From an optimization exercise on the open Yosys and OpenROAD flow, aimed at small area, a short achievable clock period and few clock cycles per item; shortcuts taken in it are not production practice.
The RTL was checked by simulation tests, not by an equivalence proof against the original design.

==> design/flow/design.v <==
module lux_conv (
    input  wire        clk,
    input  wire        rst,         
    input  wire        start,
    input  wire [15:0] vis,         
    input  wire [15:0] ir,          
    input  wire [1:0]  gain_sel,    
    input  wire [2:0]  itime_sel,   
    output wire        ready,
    output wire        done,
    output wire [34:0] lux_int,
    output wire [19:0] lux_frac
);
    localparam [19:0] MBITS = 20'd1000000;
    localparam [1:0] A_IDLE = 2'd0, A_SET = 2'd1, A_SCALE = 2'd2, A_RUN = 2'd3;
    reg  [1:0]  a_st;
    reg  [16:0] va;          
    reg  [15:0] xa;          
    reg  [4:0]  sela;
    reg         dpos;        
    reg  [4:0]  sa;          
    reg  [16:0] ra;
    reg  [35:0] wa;          
    reg  [5:0]  ca;
    reg         mba;         
    reg         lsa;         
    reg         b_load;      
    reg         b_run;
    reg  [22:0] ab;          
    reg  [4:0]  selb;
    reg  [4:0]  sb;
    reg  [35:0] wb;          
    reg  [40:0] rb;
    reg  [5:0]  cb;
    reg         pb;          
    reg         lsb_;        
    localparam [1:0] C_IDLE = 2'd0, C_RUN = 2'd1, C_OUT = 2'd2;
    reg  [1:0]  c_st;
    reg         c_load;      
    reg  [4:0]  selc;
    reg  [4:0]  sc;
    reg  [20:0] rc;
    reg  [19:0] qc;          
    reg  [34:0] lc;          
    reg  [4:0]  cc;
    wire [40:0] cm_b;
    wire [20:0] c_c;
    assign cm_b =
        (selb == 5'd0) ? 41'd25000000 :
        (selb == 5'd1) ? 41'd50000000 :
        (selb == 5'd2) ? 41'd75000000 :
        (selb == 5'd3) ? 41'd100000000 :
        (selb == 5'd4) ? 41'd125000000 :
        (selb[4:3] == 2'd0) ? 41'd150000000 :
        (selb == 5'd8) ? 41'd625000000 :
        (selb == 5'd9) ? 41'd1250000000 :
        (selb == 5'd10) ? 41'd1875000000 :
        (selb == 5'd11) ? 41'd2500000000 :
        (selb == 5'd12) ? 41'd3125000000 :
        (selb[4:3] == 2'd1) ? 41'd3750000000 :
        (selb == 5'd16) ? 41'd10000000000 :
        (selb == 5'd17) ? 41'd20000000000 :
        (selb == 5'd18) ? 41'd30000000000 :
        (selb == 5'd19) ? 41'd40000000000 :
        (selb == 5'd20) ? 41'd50000000000 :
        (selb[4:3] == 2'd2) ? 41'd60000000000 :
        (selb == 5'd24) ? 41'd230000000000 :
        (selb == 5'd25) ? 41'd460000000000 :
        (selb == 5'd26) ? 41'd690000000000 :
        (selb == 5'd27) ? 41'd920000000000 :
        (selb == 5'd28) ? 41'd1150000000000 :
        41'd1380000000000;
    assign c_c =
        (selc == 5'd0) ? 21'd25 :
        (selc == 5'd1) ? 21'd50 :
        (selc == 5'd2) ? 21'd75 :
        (selc == 5'd3) ? 21'd100 :
        (selc == 5'd4) ? 21'd125 :
        (selc[4:3] == 2'd0) ? 21'd150 :
        (selc == 5'd8) ? 21'd625 :
        (selc == 5'd9) ? 21'd1250 :
        (selc == 5'd10) ? 21'd1875 :
        (selc == 5'd11) ? 21'd2500 :
        (selc == 5'd12) ? 21'd3125 :
        (selc[4:3] == 2'd1) ? 21'd3750 :
        (selc == 5'd16) ? 21'd10000 :
        (selc == 5'd17) ? 21'd20000 :
        (selc == 5'd18) ? 21'd30000 :
        (selc == 5'd19) ? 21'd40000 :
        (selc == 5'd20) ? 21'd50000 :
        (selc[4:3] == 2'd2) ? 21'd60000 :
        (selc == 5'd24) ? 21'd230000 :
        (selc == 5'd25) ? 21'd460000 :
        (selc == 5'd26) ? 21'd690000 :
        (selc == 5'd27) ? 21'd920000 :
        (selc == 5'd28) ? 21'd1150000 :
        21'd1380000;
    wire c_free_next = (c_st == C_RUN) ? (cc == 5'd19) : ~c_load;
    wire b_fin  = b_run & lsb_ & c_free_next;
    wire b_take = ~b_load & (~b_run | b_fin);
    wire a_fin  = (a_st == A_RUN) & lsa & b_take;
    assign ready = (a_st == A_IDLE) | a_fin;
    wire accept  = start & ready;
    wire [16:0] diff_a = {1'b0, va[15:0]} - {1'b0, xa};
    wire [15:0] absd_a = diff_a[16] ? (xa - va[15:0]) : diff_a[15:0];
    wire [16:0] add_a = (lsa & dpos) ? (va - 17'd1) :
                        ((mba | (a_st == A_SCALE)) ? {1'b0, xa} : 17'd0);
    wire [18:0] s_a   = {1'b0, ra, 1'b0} + {2'b0, add_a};
    wire [19:0] t1_a  = {1'b0, s_a} - {3'b0, va};
    wire [19:0] t2_a  = {1'b0, s_a} - {2'b0, va, 1'b0};
    wire        d2_a  = ~t2_a[19];
    wire        d1_a  = ~t1_a[19];
    wire [16:0] rn_a  = d2_a ? t2_a[16:0] : (d1_a ? t1_a[16:0] : s_a[16:0]);
    wire [35:0] wi_a  = wa + 36'd1;
    wire [35:0] wb_a  = d2_a ? wi_a : wa;
    wire [35:0] wn_a  = {wb_a[34:0], d1_a & ~d2_a};
    wire [5:0]  ca1   = ca + 6'd1;
    wire        mb_n  = (ca1 < 6'd20) ? MBITS[5'd19 - ca1[4:0]] : 1'b0;
    wire [21:0] x51   = {1'b0, xa, 5'd0} + {2'd0, xa, 4'd0}
                      + {5'd0, xa, 1'b0} + {6'd0, xa};
    wire [22:0] add_b = pb ? ab : 23'd0;
    wire [41:0] s_b   = {rb, 1'b0} + {19'd0, add_b};
    wire [42:0] t1_b  = {1'b0, s_b} - {2'd0, cm_b};
    wire [42:0] t2_b  = {1'b0, s_b} - {1'b0, cm_b, 1'b0};
    wire        d2_b  = ~t2_b[42];
    wire        d1_b  = ~t1_b[42];
    wire [40:0] rn_b  = d2_b ? t2_b[40:0] : (d1_b ? t1_b[40:0] : s_b[40:0]);
    wire [35:0] wi_b  = wb + 36'd1;
    wire [35:0] wb_b  = d2_b ? wi_b : wb;
    wire [35:0] wn_b  = {wb_b[34:0], d1_b & ~d2_b};
    wire [5:0]  cb1   = cb + 6'd1;
    wire [5:0]  nb    = 6'd19 + {1'b0, sb};      
    wire [35:0] wa_sh = wa >> nb;
    wire [35:0] wb_sh = wb >> (nb - 6'd1);
    wire [21:0] s_c   = {rc, qc[19]};
    wire [22:0] t_c   = {1'b0, s_c} - {2'd0, c_c};
    wire        q_c   = ~t_c[22];
    wire [20:0] rn_c  = q_c ? t_c[20:0] : s_c[20:0];
    wire [15:0] keep_c;
    genvar gi;
    generate
        for (gi = 0; gi < 16; gi = gi + 1) begin : g_keep
            assign keep_c[gi] = (sc > gi);
        end
    endgenerate
    assign done     = (c_st == C_OUT);
    assign lux_int  = lc;
    assign lux_frac = qc;
    always @(posedge clk) begin
        if (rst) begin
            a_st   <= A_IDLE;
            b_load <= 1'b0;
            b_run  <= 1'b0;
            c_st   <= C_IDLE;
            c_load <= 1'b0;
        end else begin
            case (a_st)
                A_IDLE:  if (accept) a_st <= A_SET;
                A_SET:   a_st <= diff_a[16] ? A_SCALE : A_RUN;
                A_SCALE: if (!d1_a) a_st <= A_RUN;
                default: if (a_fin) a_st <= accept ? A_SET : A_IDLE;
            endcase
            b_load <= a_fin;
            if (b_load)
                b_run <= 1'b1;
            else if (b_fin)
                b_run <= 1'b0;
            c_load <= b_fin;
            case (c_st)
                C_IDLE:  if (c_load) c_st <= C_RUN;
                C_RUN:   if (cc == 5'd19) c_st <= C_OUT;
                default: c_st <= c_load ? C_RUN : C_IDLE;
            endcase
        end
        if (accept) begin
            va   <= {1'b0, vis};
            xa   <= ir;
            sela <= {gain_sel, itime_sel};
        end
        case (a_st)
            A_SET: begin
                xa   <= (va[15:0] == 16'd0) ? 16'd0 : absd_a;
                va   <= (va[15:0] == 16'd0) ? 17'd1 : va;
                dpos <= ~diff_a[16];
                sa   <= 5'd0;
                ra   <= 17'd0;
                wa   <= 36'd0;
                ca   <= 6'd0;
                mba  <= 1'b1;
                lsa  <= 1'b0;
            end
            A_SCALE: begin
                if (d1_a) begin
                    va <= {va[15:0], 1'b0};
                    sa <= sa + 5'd1;
                end
            end
            A_RUN: begin
                if (!lsa || b_take) begin
                    ra  <= rn_a;
                    wa  <= wn_a;
                    ca  <= ca1;
                    mba <= mb_n;
                    lsa <= (ca1 == 6'd19 + {1'b0, sa});
                end
            end
            default: ;
        endcase
        if (a_fin) begin
            ab   <= {x51, 1'b0};
            selb <= sela;
            sb   <= sa;
        end
        if (b_load) begin
            wb  <= wa;
            pb  <= wa_sh[0];
            rb  <= 41'd0;
            cb  <= 6'd0;
            lsb_ <= (sb == 5'd0) ? 1'b0 : 1'b0;
        end else if (b_run && (!lsb_ || b_fin)) begin
            wb  <= wn_b;
            rb  <= rn_b;
            pb  <= wb_sh[0];
            cb  <= cb1;
            lsb_ <= (cb1 == nb);
        end
        if (b_fin) begin
            selc <= selb;
            sc   <= sb;
        end
        if (c_load) begin
            rc <= rb[40:20];
            qc <= rb[19:0];
            lc <= {wb[34:20] & keep_c[14:0], wb[19:0]};
            cc <= 5'd0;
        end else if (c_st == C_RUN) begin
            rc <= rn_c;
            qc <= {qc[18:0], q_c};
            cc <= cc + 5'd1;
        end
    end
endmodule
==> design/flow/run.sh <==
#!/bin/bash
# synth_recipe.tcl (not shown) runs the flow's synth.tcl, then flattens the netlist and writes it again
# the make line also repeats each setting of config.mk as NAME=value (left out here)
make -C /OpenROAD-flow-scripts/flow DESIGN_CONFIG=/design/flow/config.mk WORK_HOME=/design/flow/orfs CLKGATE_MAP_FILE= SYNTH_SCRIPT=/design/flow/synth_recipe.tcl finish
==> design/flow/config.mk <==
export PLATFORM = sky130hd
export DESIGN_NAME = lux_conv
export DESIGN_NICKNAME = lux_conv
export VERILOG_FILES = /design/flow/design.v
export SDC_FILE = /design/flow/constraint.sdc
export NUM_CORES = 4
export LEC_CHECK = 0
export CAP_MARGIN = 20
export CORE_MARGIN = 2
export CORE_UTILIZATION = 40
export PLACE_DENSITY = 0.6
export SLEW_MARGIN = 20
==> design/flow/constraint.sdc <==
create_clock -name core_clock -period 14.0 [get_ports {clk}]
set_input_delay 2.8000 -clock core_clock [delete_from_list [all_inputs] [get_ports {clk}]]
set_output_delay 2.8000 -clock core_clock [all_outputs]
set_load 0.01 [all_outputs]
==> impl_metrics.json, run 1 <==
{
  "h-tree-depth": 2,
  "path_clk_slew_ps": 60,
  "grt_pass1_wl_mm": 131,
  "initial_core_util": 0.403,
  "synthArstFlopShare": 0,
  "hold_ws_ps": 424,
  "drt_iter0_drc": 1885,
  "syn-num-nets": 3599,
  "grt_use_total": 0.218,
  "crit_family": "compound AO/OA/AOI/OAI gates",
  "final_nets": 3602,
  "utilization": 0.447,
  "synth_area_sq_um": 28800,
  "insertion_delay_ps": 580,
  "period_share": 0.533,
  "yosysSeqAreaShare": 0.312,
  "ant_nets": 0,
  "crit_required_ps": 14320,
  "rows": 98,
  "grt_pass1_vias": 23490,
  "cts-hold-fix-buffers": 0,
  "antennaDiodeCount": 0,
  "min_period_ps": 7460,
  "critPathMaxFanout": 39,
  "setup_viol": 0,
  "grt_max_degree": 87,
  "area_growth_pct": 10.8,
  "max_stage_delay_ps": 870,
  "path_common_cell": "o21ai_0",
  "worst_pin_slew_ps": 1060,
  "place_hpwl_mm": 60.7,
  "cts_buffers": 41,
  "drv_cap": 0,
  "synth_edf_count": 260,
  "synth-seq-cells": 319,
  "synthTopCellsByArea": "edfxtp_1 27%, ha_1 9.8%, xnor2_1 5.4%, a21oi_1 4.7%, dfxtp_1 4.1%",
  "grt_overflow": 0,
  "critical_path_class": "reg2reg",
  "fp.dieH_um": 272,
  "netlist-cell-type-count": 106,
  "core_area_sq_um": 71500,
  "synthFlopType": "edfxtp_1",
  "pin_count": 97,
  "cts-root-buf": "clkbuf_16",
  "drc": 0,
  "cts_resized": 0,
  "end_kind": "flop",
  "synth_area_leader_cell": "edfxtp_1",
  "path_buf_inv": 5,
  "syn_area_per_cell_sq_um": 8.74,
  "tns_ps": 0,
  "antenna_found_initial": 1,
  "cts_setup_buffers": 0,
  "routed_wl_mm": 82.4,
  "die_area_sq_um": 74200,
  "slowest_stage": "a2111oi_0",
  "place_inst": 4209,
  "instances_no_fill": 4284,
  "yosysTopAreaCellShare": 0.271,
  "die_w_um": 272,
  "gp_congestion": 0.926,
  "drive_gt1_frac": 0.0609,
  "hp-class": "reg2reg",
  "drv_slew": 0,
  "via_per_inst": 5.75,
  "max_freq_ghz": 0.134,
  "clock_path_buffers": 3,
  "grt_setup_unrepaired": "false",
  "dr.pass1.iters": 6,
  "start_kind": "flop",
  "vias": 24633,
  "slew_headroom": 0.296,
  "fin_skew_ps": 18.6,
  "status": "timing/DRC/antenna clean",
  "clock-sinks": 319,
  "finalHoldViolCount": 0,
  "crit_arrival_ps": 7770,
  "yosysWarnings": 1,
  "cts_tree": "built",
  "routedWlPerCell_um": 19.2,
  "numPortBuffers": 96,
  "synth_cells": 3299
}
final timing paths:
check	startpoint	end	slack, ps	cells past startpoint
worst max-delay path	a_st[0]	wa[24]	6540	28
worst min-delay path	sela[2]	selb[2]	420	0
worst max register to register	a_st[0]	wa[24]	6540	28
worst min register to register	sela[2]	selb[2]	420	0
stage by stage:
step                instance area (sq um)  setup WS [ps]
floorplan                           28800           8150
global placement                    30600           6570
detailed placement                  30600           6740
CTS                                 31900           6650
global route                        32000           5890
finish                              32000           6540
synthesized netlist by cell type, drive strengths merged (12+ instances only):
cell and number:
nand2 281, a21oi 274, edfxtp 260, nor2 260
ha 226, o21ai 220, xnor2 181, inv 175
nand3 120, clkbuf 117, xor2 100, nor3 72
a21o 65, dfxtp 59, and2 57, mux2i 52
nor2b 51, nand4 46, buf 44, nand2b 42
mux2 36, fa 34, and3 33, a211oi 32
or3 32, a31oi 31, o21a 29, o211ai 25
o21bai 24, o22ai 24, a21boi 20, or2 20
o31ai 17, a311o 16, a211o 15, a22oi 15
nand3b 14, mux4 13, nor3b 13, o31a 13
o2111ai 12
flip-flops by register name (all words and copies together), names as in the netlist, 20 cells and up:
name  count
wa       36
ab       22
lc       35
qc       20
wb       36
rc       21
rb       40
metal layers:
layer | track usage | vias to the layer above | share of wire
met5 | 0 | - | 0
met4 | 0.0529 | 0 | 0.023
met3 | 0.0338 | 116 | 0.057
met2 | 0.355 | 734 | 0.46
met1 | 0.302 | 11733 | 0.46
li1 | - | 12050 | -
layout make-up:
cell class | count | area, sq um
fill | 6885 | 39500
multi-input combinational | 2642 | 18600
sequential | 319 | 9000
tap | 950 | 1190
timing repair buffer | 121 | 1150
clock buffer | 52 | 1100
inverter | 177 | 664
clock inverter | 23 | 287
cell families after synthesis:
logic type | after synthesis | synth area share
xor gates and xnor gates | 281 | 0.0863
and+or+nand+nor | 1081 | 0.183
muxes | 101 | 0.0427
adders and majority gates | 265 | 0.123
DFF | 319 | 0.312
buffers and inverters | 338 | 0.0463
AOI/OAI and AO/OA | 914 | 0.206
cell usage in the layout, fill, tap and decap left out, types with 51 or more instances in the layout:
cell,instances
a21o_1,65
a21oi_1,270
and2_1,56
clkdlybuf4s50_1,96
dfxtp_1,57
edfxtp_1,260
ha_1,226
inv_1,175
mux2i_1,51
nand2_1,281
nand3_1,120
nor2_1,256
nor2b_1,51
nor3_1,72
o21ai_0,210
xnor2_1,179
xor2_1,100
Testbench counts, summed over its fixed seeds: cycles 34,736, items 1,600.
==> inputs of run 2 (changes only) <==
--- a/design/flow/design.v
+++ b/design/flow/design.v
@@ -6,8 +6,8 @@
     input  wire [15:0] ir,          
     input  wire [1:0]  gain_sel,    
     input  wire [2:0]  itime_sel,   
-    output wire        ready,
-    output wire        done,
+    output reg         ready,
+    output reg         done,
     output wire [34:0] lux_int,
     output wire [19:0] lux_frac
 );
@@ -32,7 +32,9 @@
     reg  [35:0] wb;          
     reg  [40:0] rb;
     reg  [5:0]  cb;
-    reg         pb;          
+    reg         pa1;         
+    reg         pa2;         
+    reg         ceilb;       
     reg         lsb_;        
     localparam [1:0] C_IDLE = 2'd0, C_RUN = 2'd1, C_OUT = 2'd2;
     reg  [1:0]  c_st;
@@ -95,16 +97,14 @@
         (selc == 5'd27) ? 21'd920000 :
         (selc == 5'd28) ? 21'd1150000 :
         21'd1380000;
-    wire c_free_next = (c_st == C_RUN) ? (cc == 5'd19) : ~c_load;
-    wire b_fin  = b_run & lsb_ & c_free_next;
-    wire b_take = ~b_load & (~b_run | b_fin);
+    wire b_fin  = b_run & lsb_;
+    wire b_take = ~b_load & (~b_run | lsb_);
+    wire a_step = (a_st == A_RUN) & (~lsa | b_take);
     wire a_fin  = (a_st == A_RUN) & lsa & b_take;
-    assign ready = (a_st == A_IDLE) | a_fin;
-    wire accept  = start & ready;
+    wire accept = start & ready;
     wire [16:0] diff_a = {1'b0, va[15:0]} - {1'b0, xa};
     wire [15:0] absd_a = diff_a[16] ? (xa - va[15:0]) : diff_a[15:0];
-    wire [16:0] add_a = (lsa & dpos) ? (va - 17'd1) :
-                        ((mba | (a_st == A_SCALE)) ? {1'b0, xa} : 17'd0);
+    wire [16:0] add_a = (mba | (a_st == A_SCALE)) ? {1'b0, xa} : 17'd0;
     wire [18:0] s_a   = {1'b0, ra, 1'b0} + {2'b0, add_a};
     wire [19:0] t1_a  = {1'b0, s_a} - {3'b0, va};
     wire [19:0] t2_a  = {1'b0, s_a} - {2'b0, va, 1'b0};
@@ -116,10 +116,11 @@
     wire [35:0] wn_a  = {wb_a[34:0], d1_a & ~d2_a};
     wire [5:0]  ca1   = ca + 6'd1;
     wire        mb_n  = (ca1 < 6'd20) ? MBITS[5'd19 - ca1[4:0]] : 1'b0;
+    wire        ls_n  = (ca1 == 6'd19 + {1'b0, sa});
     wire [21:0] x51   = {1'b0, xa, 5'd0} + {2'd0, xa, 4'd0}
                       + {5'd0, xa, 1'b0} + {6'd0, xa};
-    wire [22:0] add_b = pb ? ab : 23'd0;
-    wire [41:0] s_b   = {rb, 1'b0} + {19'd0, add_b};
+    wire [23:0] add_b = pa2 ? {ab, 1'b0} : (pa1 ? {1'b0, ab} : 24'd0);
+    wire [41:0] s_b   = {rb, 1'b0} + {18'd0, add_b};
     wire [42:0] t1_b  = {1'b0, s_b} - {2'd0, cm_b};
     wire [42:0] t2_b  = {1'b0, s_b} - {1'b0, cm_b, 1'b0};
     wire        d2_b  = ~t2_b[42];
@@ -132,47 +133,68 @@
     wire [5:0]  nb    = 6'd19 + {1'b0, sb};      
     wire [35:0] wa_sh = wa >> nb;
     wire [35:0] wb_sh = wb >> (nb - 6'd1);
+    wire        lb_n  = (cb1 == nb);
+    wire        bl_p  = wa_sh[0];                
+    wire        bs_p  = wb_sh[0];
+    wire        cl_n  = lb_n & ceilb;
     wire [21:0] s_c   = {rc, qc[19]};
     wire [22:0] t_c   = {1'b0, s_c} - {2'd0, c_c};
     wire        q_c   = ~t_c[22];
     wire [20:0] rn_c  = q_c ? t_c[20:0] : s_c[20:0];
-    wire [15:0] keep_c;
+    wire [14:0] keep_c;
     genvar gi;
     generate
-        for (gi = 0; gi < 16; gi = gi + 1) begin : g_keep
+        for (gi = 0; gi < 15; gi = gi + 1) begin : g_keep
             assign keep_c[gi] = (sc > gi);
         end
     endgenerate
-    assign done     = (c_st == C_OUT);
     assign lux_int  = lc;
     assign lux_frac = qc;
+    reg  [1:0] a_st_n;
+    reg        lsa_n;
+    always @(*) begin
+        a_st_n = a_st;
+        lsa_n  = lsa;
+        case (a_st)
+            A_IDLE:  if (start) a_st_n = A_SET;
+            A_SET:   begin a_st_n = diff_a[16] ? A_SCALE : A_RUN; lsa_n = 1'b0; end
+            A_SCALE: if (!d1_a) a_st_n = A_RUN;
+            default: begin
+                if (a_fin) a_st_n = start ? A_SET : A_IDLE;
+                if (a_step) lsa_n = ls_n;
+            end
+        endcase
+    end
+    wire b_load_n = a_fin;
+    wire b_run_n  = b_load | (b_run & ~b_fin);
+    wire lsb_n    = b_load ? 1'b0 : (b_run ? lb_n : lsb_);
+    wire ready_n  = (a_st_n == A_IDLE) |
+                    ((a_st_n == A_RUN) & lsa_n & ~b_load_n & (~b_run_n | lsb_n));
     always @(posedge clk) begin
         if (rst) begin
             a_st   <= A_IDLE;
+            ready  <= 1'b1;
             b_load <= 1'b0;
             b_run  <= 1'b0;
             c_st   <= C_IDLE;
             c_load <= 1'b0;
+            done   <= 1'b0;
         end else begin
-            case (a_st)
-                A_IDLE:  if (accept) a_st <= A_SET;
-                A_SET:   a_st <= diff_a[16] ? A_SCALE : A_RUN;
-                A_SCALE: if (!d1_a) a_st <= A_RUN;
-                default: if (a_fin) a_st <= accept ? A_SET : A_IDLE;
-            endcase
-            b_load <= a_fin;
-            if (b_load)
-                b_run <= 1'b1;
-            else if (b_fin)
-                b_run <= 1'b0;
+            a_st   <= a_st_n;
+            ready  <= ready_n;
+            b_load <= b_load_n;
+            b_run  <= b_run_n;
             c_load <= b_fin;
+            done   <= (c_st == C_RUN) & (cc == 5'd19);
             case (c_st)
                 C_IDLE:  if (c_load) c_st <= C_RUN;
                 C_RUN:   if (cc == 5'd19) c_st <= C_OUT;
                 default: c_st <= c_load ? C_RUN : C_IDLE;
             endcase
         end
-        if (accept) begin
+        lsa  <= lsa_n;
+        lsb_ <= lsb_n;
+        if (ready) begin
             va   <= {1'b0, vis};
             xa   <= ir;
             sela <= {gain_sel, itime_sel};
@@ -187,7 +209,6 @@
                 wa   <= 36'd0;
                 ca   <= 6'd0;
                 mba  <= 1'b1;
-                lsa  <= 1'b0;
             end
             A_SCALE: begin
                 if (d1_a) begin
@@ -196,12 +217,11 @@
                 end
             end
             A_RUN: begin
-                if (!lsa || b_take) begin
+                if (a_step) begin
                     ra  <= rn_a;
                     wa  <= wn_a;
                     ca  <= ca1;
                     mba <= mb_n;
-                    lsa <= (ca1 == 6'd19 + {1'b0, sa});
                 end
             end
             default: ;
@@ -212,17 +232,18 @@
             sb   <= sa;
         end
         if (b_load) begin
-            wb  <= wa;
-            pb  <= wa_sh[0];
-            rb  <= 41'd0;
-            cb  <= 6'd0;
-            lsb_ <= (sb == 5'd0) ? 1'b0 : 1'b0;
-        end else if (b_run && (!lsb_ || b_fin)) begin
-            wb  <= wn_b;
-            rb  <= rn_b;
-            pb  <= wb_sh[0];
-            cb  <= cb1;
-            lsb_ <= (cb1 == nb);
+            ceilb <= dpos & (ra != 17'd0);
+            wb    <= wa;
+            pa1   <= bl_p;
+            pa2   <= 1'b0;
+            rb    <= 41'd0;
+            cb    <= 6'd0;
+        end else if (b_run) begin
+            wb    <= wn_b;
+            rb    <= rn_b;
+            pa1   <= bs_p ^ cl_n;
+            pa2   <= bs_p & cl_n;
+            cb    <= cb1;
         end
         if (b_fin) begin
             selc <= selb;
@@ -231,7 +252,7 @@
         if (c_load) begin
             rc <= rb[40:20];
             qc <= rb[19:0];
-            lc <= {wb[34:20] & keep_c[14:0], wb[19:0]};
+            lc <= {wb[34:20] & keep_c, wb[19:0]};
             cc <= 5'd0;
         end else if (c_st == C_RUN) begin
             rc <= rn_c;
==> run 2 against run 1 <==
  * Synthesized area is 0.32% lower
  * Synthesized cell count is 0.58% lower
  * Clock skew is 18 ps higher
  * Register-to-register slack worse by 1000 ps
  * Maximum frequency is 12% lower
  * Sequential cell count is 4 higher
  * Worst setup slack worse by 1000 ps
  * Worst hold slack worse by 2.4 ps
==> impl_metrics.json, run 2 <==
{
  "pin_count": 97,
  "critPathMaxFanout": 74,
  "synthTopCellsByArea": "edfxtp_1 27%, ha_1 9.9%, xnor2_1 5.0%, a21oi_1 4.6%, dfxtp_1 4.4%",
  "reg2reg_depth": 28,
  "drt_iter0_drc": 2554,
  "core_area_sq_um": 71400,
  "fin_ws_ps": 5520,
  "yosysTopAreaCellShare": 0.272,
  "fin_skew_ps": 36.2,
  "rrSetupSlack_ps": 5520,
  "grt_use_met2": 0.337,
  "routed_wl_mm": 84.2,
  "synthTopCellsByCount": "296 x nor2_1, 263 x a21oi_1, 260 x edfxtp_1, 260 x nand2_1, 227 x ha_1",
  "syn_area_per_cell_sq_um": 8.76,
  "grt_setup_unrepaired": "false",
  "crit_arrival_ps": 8970,
  "setup_viol": 0,
  "antenna_found_initial": 4,
  "cts-root-buf": "clkbuf_16",
  "min-delay-start": "sela[4]",
  "grt_pass1_vias": 22942,
  "regMostFlops": "rb",
  "slowest_stage": "dfxtp_1",
  "h-tree-depth": 2,
  "grt_overflow": 0,
  "drc": 0,
  "instances_no_fill": 4262,
  "tns_ps": 0,
  "synth_area_leader_cell": "edfxtp_1",
  "final_nets": 3581,
  "gp_congestion": 0.931,
  "use_met1": 0.330,
  "via_per_inst": 5.90,
  "synth_cells": 3280,
  "numPortBuffers": 96,
  "place_hpwl_mm": 62.8,
  "end_kind": "flop",
  "fp.dieH_um": 272,
  "ant_nets": 0,
  "largest_register_ff_count": 40,
  "fillCellCount": 7071,
  "dr.pass1.iters": 6,
  "min_period_ps": 8480,
  "finalHoldViolCount": 0,
  "hold_depth": 0,
  "dp_slack_ps": 5620,
  "die_w_um": 272,
  "use_met3": 0.0374,
  "crit_required_ps": 14490,
  "cts_tree": "built",
  "synthFlopType": "edfxtp_1",
  "vias": 25162,
  "routedWlPerCell_um": 19.8,
  "clock-sinks": 323,
  "top_regs": "rb (40), wa (36), wb (36)",
  "max_freq_ghz": 0.118,
  "worst_pin_slew_ps": 1070,
  "cts-hold-fix-buffers": 0,
  "grt_max_degree": 75,
  "whs_endpoint": "selb[4]",
  "initial_core_util": 0.403,
  "netlist-cell-type-count": 103,
  "period_share": 0.606,
  "reg2reg_to": "rb[22]",
  "rows": 98,
  "drv_cap": 0,
  "die_area_sq_um": 74000,
  "place_inst": 4188,
  "yosysWarnings": 1,
  "grt_use_total": 0.224,
  "critical_path_class": "reg2reg",
  "drv_slew": 0,
  "drive_gt1_frac": 0.0631,
  "yosysSeqAreaShare": 0.316,
  "ff_latch_area_sq_um": 9080,
  "globalRoute.busiestLayer": "met2",
  "slew_headroom": 0.283,
  "grt_pass1_wl_mm": 132,
  "clock_path_buffers": 3,
  "start_kind": "flop",
  "hp-class": "reg2reg",
  "synth_edf_count": 260,
  "synthArstFlopShare": 0,
  "insertion_delay_ps": 600,
  "status": "timing/DRC/antenna clean",
  "path_clk_slew_ps": 60,
  "cts_buffers": 39,
  "cts_resized": 0,
  "multi_input_area_sq_um": 18300,
  "cts_setup_buffers": 0,
  "max_stage_delay_ps": 810,
  "synthMostInstantiatedCell": "nor2_1",
  "syn-num-nets": 3581,
  "synth_area_sq_um": 28700,
  "synth-seq-cells": 323,
  "area_growth_pct": 10.6,
  "final_common_cell": "nor2_1",
  "r2r_start": "pa2",
  "mostFrequentLayoutCells": "296 x nor2_1, 262 x a21oi_1, 260 x edfxtp_1, 259 x nand2_1, 227 x ha_1"
}
## run 2: cell types whose count changed in the layout (fill, tap and decap cells not counted), sizes merged, moves of 16 or more
cell / change
xor2: -26
o211ai: +31
or4: +23
nand2: -20
a22o: +19
xnor2: -16
o21ai: -51
and2: -29
o22ai: +19
nand3: -26
nor2: +36
## run 2: through the flow
step	hold slack, ps	utilization	instance area [sq um]
after detailed placement	406	0.427	30500
after floorplan	400	-	28700
after global placement	402	0.427	30500
final	422	0.445	31800
after global routing	426	0.445	31800
after CTS	421	0.445	31800
## run 2: cell type report
class	instances	area share
Inverter	186	0.0220
Clock inverter	21	0.00705
Sequential cell	323	0.286
Clock buffer	51	0.0334
Antenna cell	1	0.0000787
Multi-Input combinational cell	2603	0.577
Tap cell	950	0.0374
Timing Repair Buffer	127	0.0376
## run 2: worst max path at each step
stage,from,end,slack [ps],depth (start not counted)
2_1_floorplan,pa2,wb[22],7610,31
3_3_place_gp,pa2,rb[22],5710,28
3_5_place_dp,pa2,rb[22],5620,28
4_1_cts,pa2,rb[22],5620,28
5_1_grt,pa2,rb[22],4870,28
6_report,pa2,rb[22],5520,28
## run 2: cell families (layout without fill, tap and decap cells)
logic type / after synthesis / count (layout) / synth area share
adders and majority gates: 275 / 275 / 0.128
and+or+nand+nor: 1051 / 1051 / 0.179
xor gates and xnor gates: 239 / 239 / 0.0731
DFF: 323 / 323 / 0.316
other: 0 / 1 / 0
buffers and inverters: 354 / 385 / 0.0475
AOI/OAI and AO/OA: 945 / 945 / 0.218
muxes: 93 / 93 / 0.0399
## run 2: critical path, delay by kind of cell (launching register included)
| kind | cells | cell delay, ps |
|---|---|---|
| AOI/OAI and AO/OA | 13 | 3610 |
| adders and majority gates | 4 | 1350 |
| buffers and inverters | 3 | 1030 |
| DFF | 1 | 810 |
| muxes | 2 | 580 |
| and+or+nand+nor | 6 | 960 |
## run 2: per-layer routing
| metal | wire length [um] | part of all wire |
|---|---|---|
| met5 | 0 | 0 |
| met4 | 2030 | 0.024 |
| met3 | 7010 | 0.083 |
| met2 | 36100 | 0.43 |
| met1 | 39100 | 0.46 |
Testbench counts of run 2, summed over its fixed seeds: cycles 34,736, items 1,600.

separate check: timing with driven ports:
No port has a modelled driver above. Below, the same layouts with a new extraction and two added sets of constraints. Step 1 sets driving cells, clkbuf_16 on the clock port and buf_2 on the other inputs (assumed; they add their load-dependent delay and slew). Step 2 also shifts input and output timing later by t, the mid clock arrival at the registers, as if the neighbouring blocks saw the same clock. a / b / c = ideal ports / drivers / drivers and shift; a / b = the first two.
| run | t, ns | slack for setup (ns) | hold WS [ns] | worst setup path after step 2 | cell pins on the clock port's net |
|---|---|---|---|---|---|
| run 1 | 0.637 | 6.544 / 6.544 / 6.544 | 0.424 / 0.424 / 0.424 | register to register | 1 |
| run 2 | 0.647 | 5.521 / 5.521 / 5.521 | 0.422 / 0.422 / 0.422 | register to register | 1 |
After both steps setup and hold are still met in every run listed.
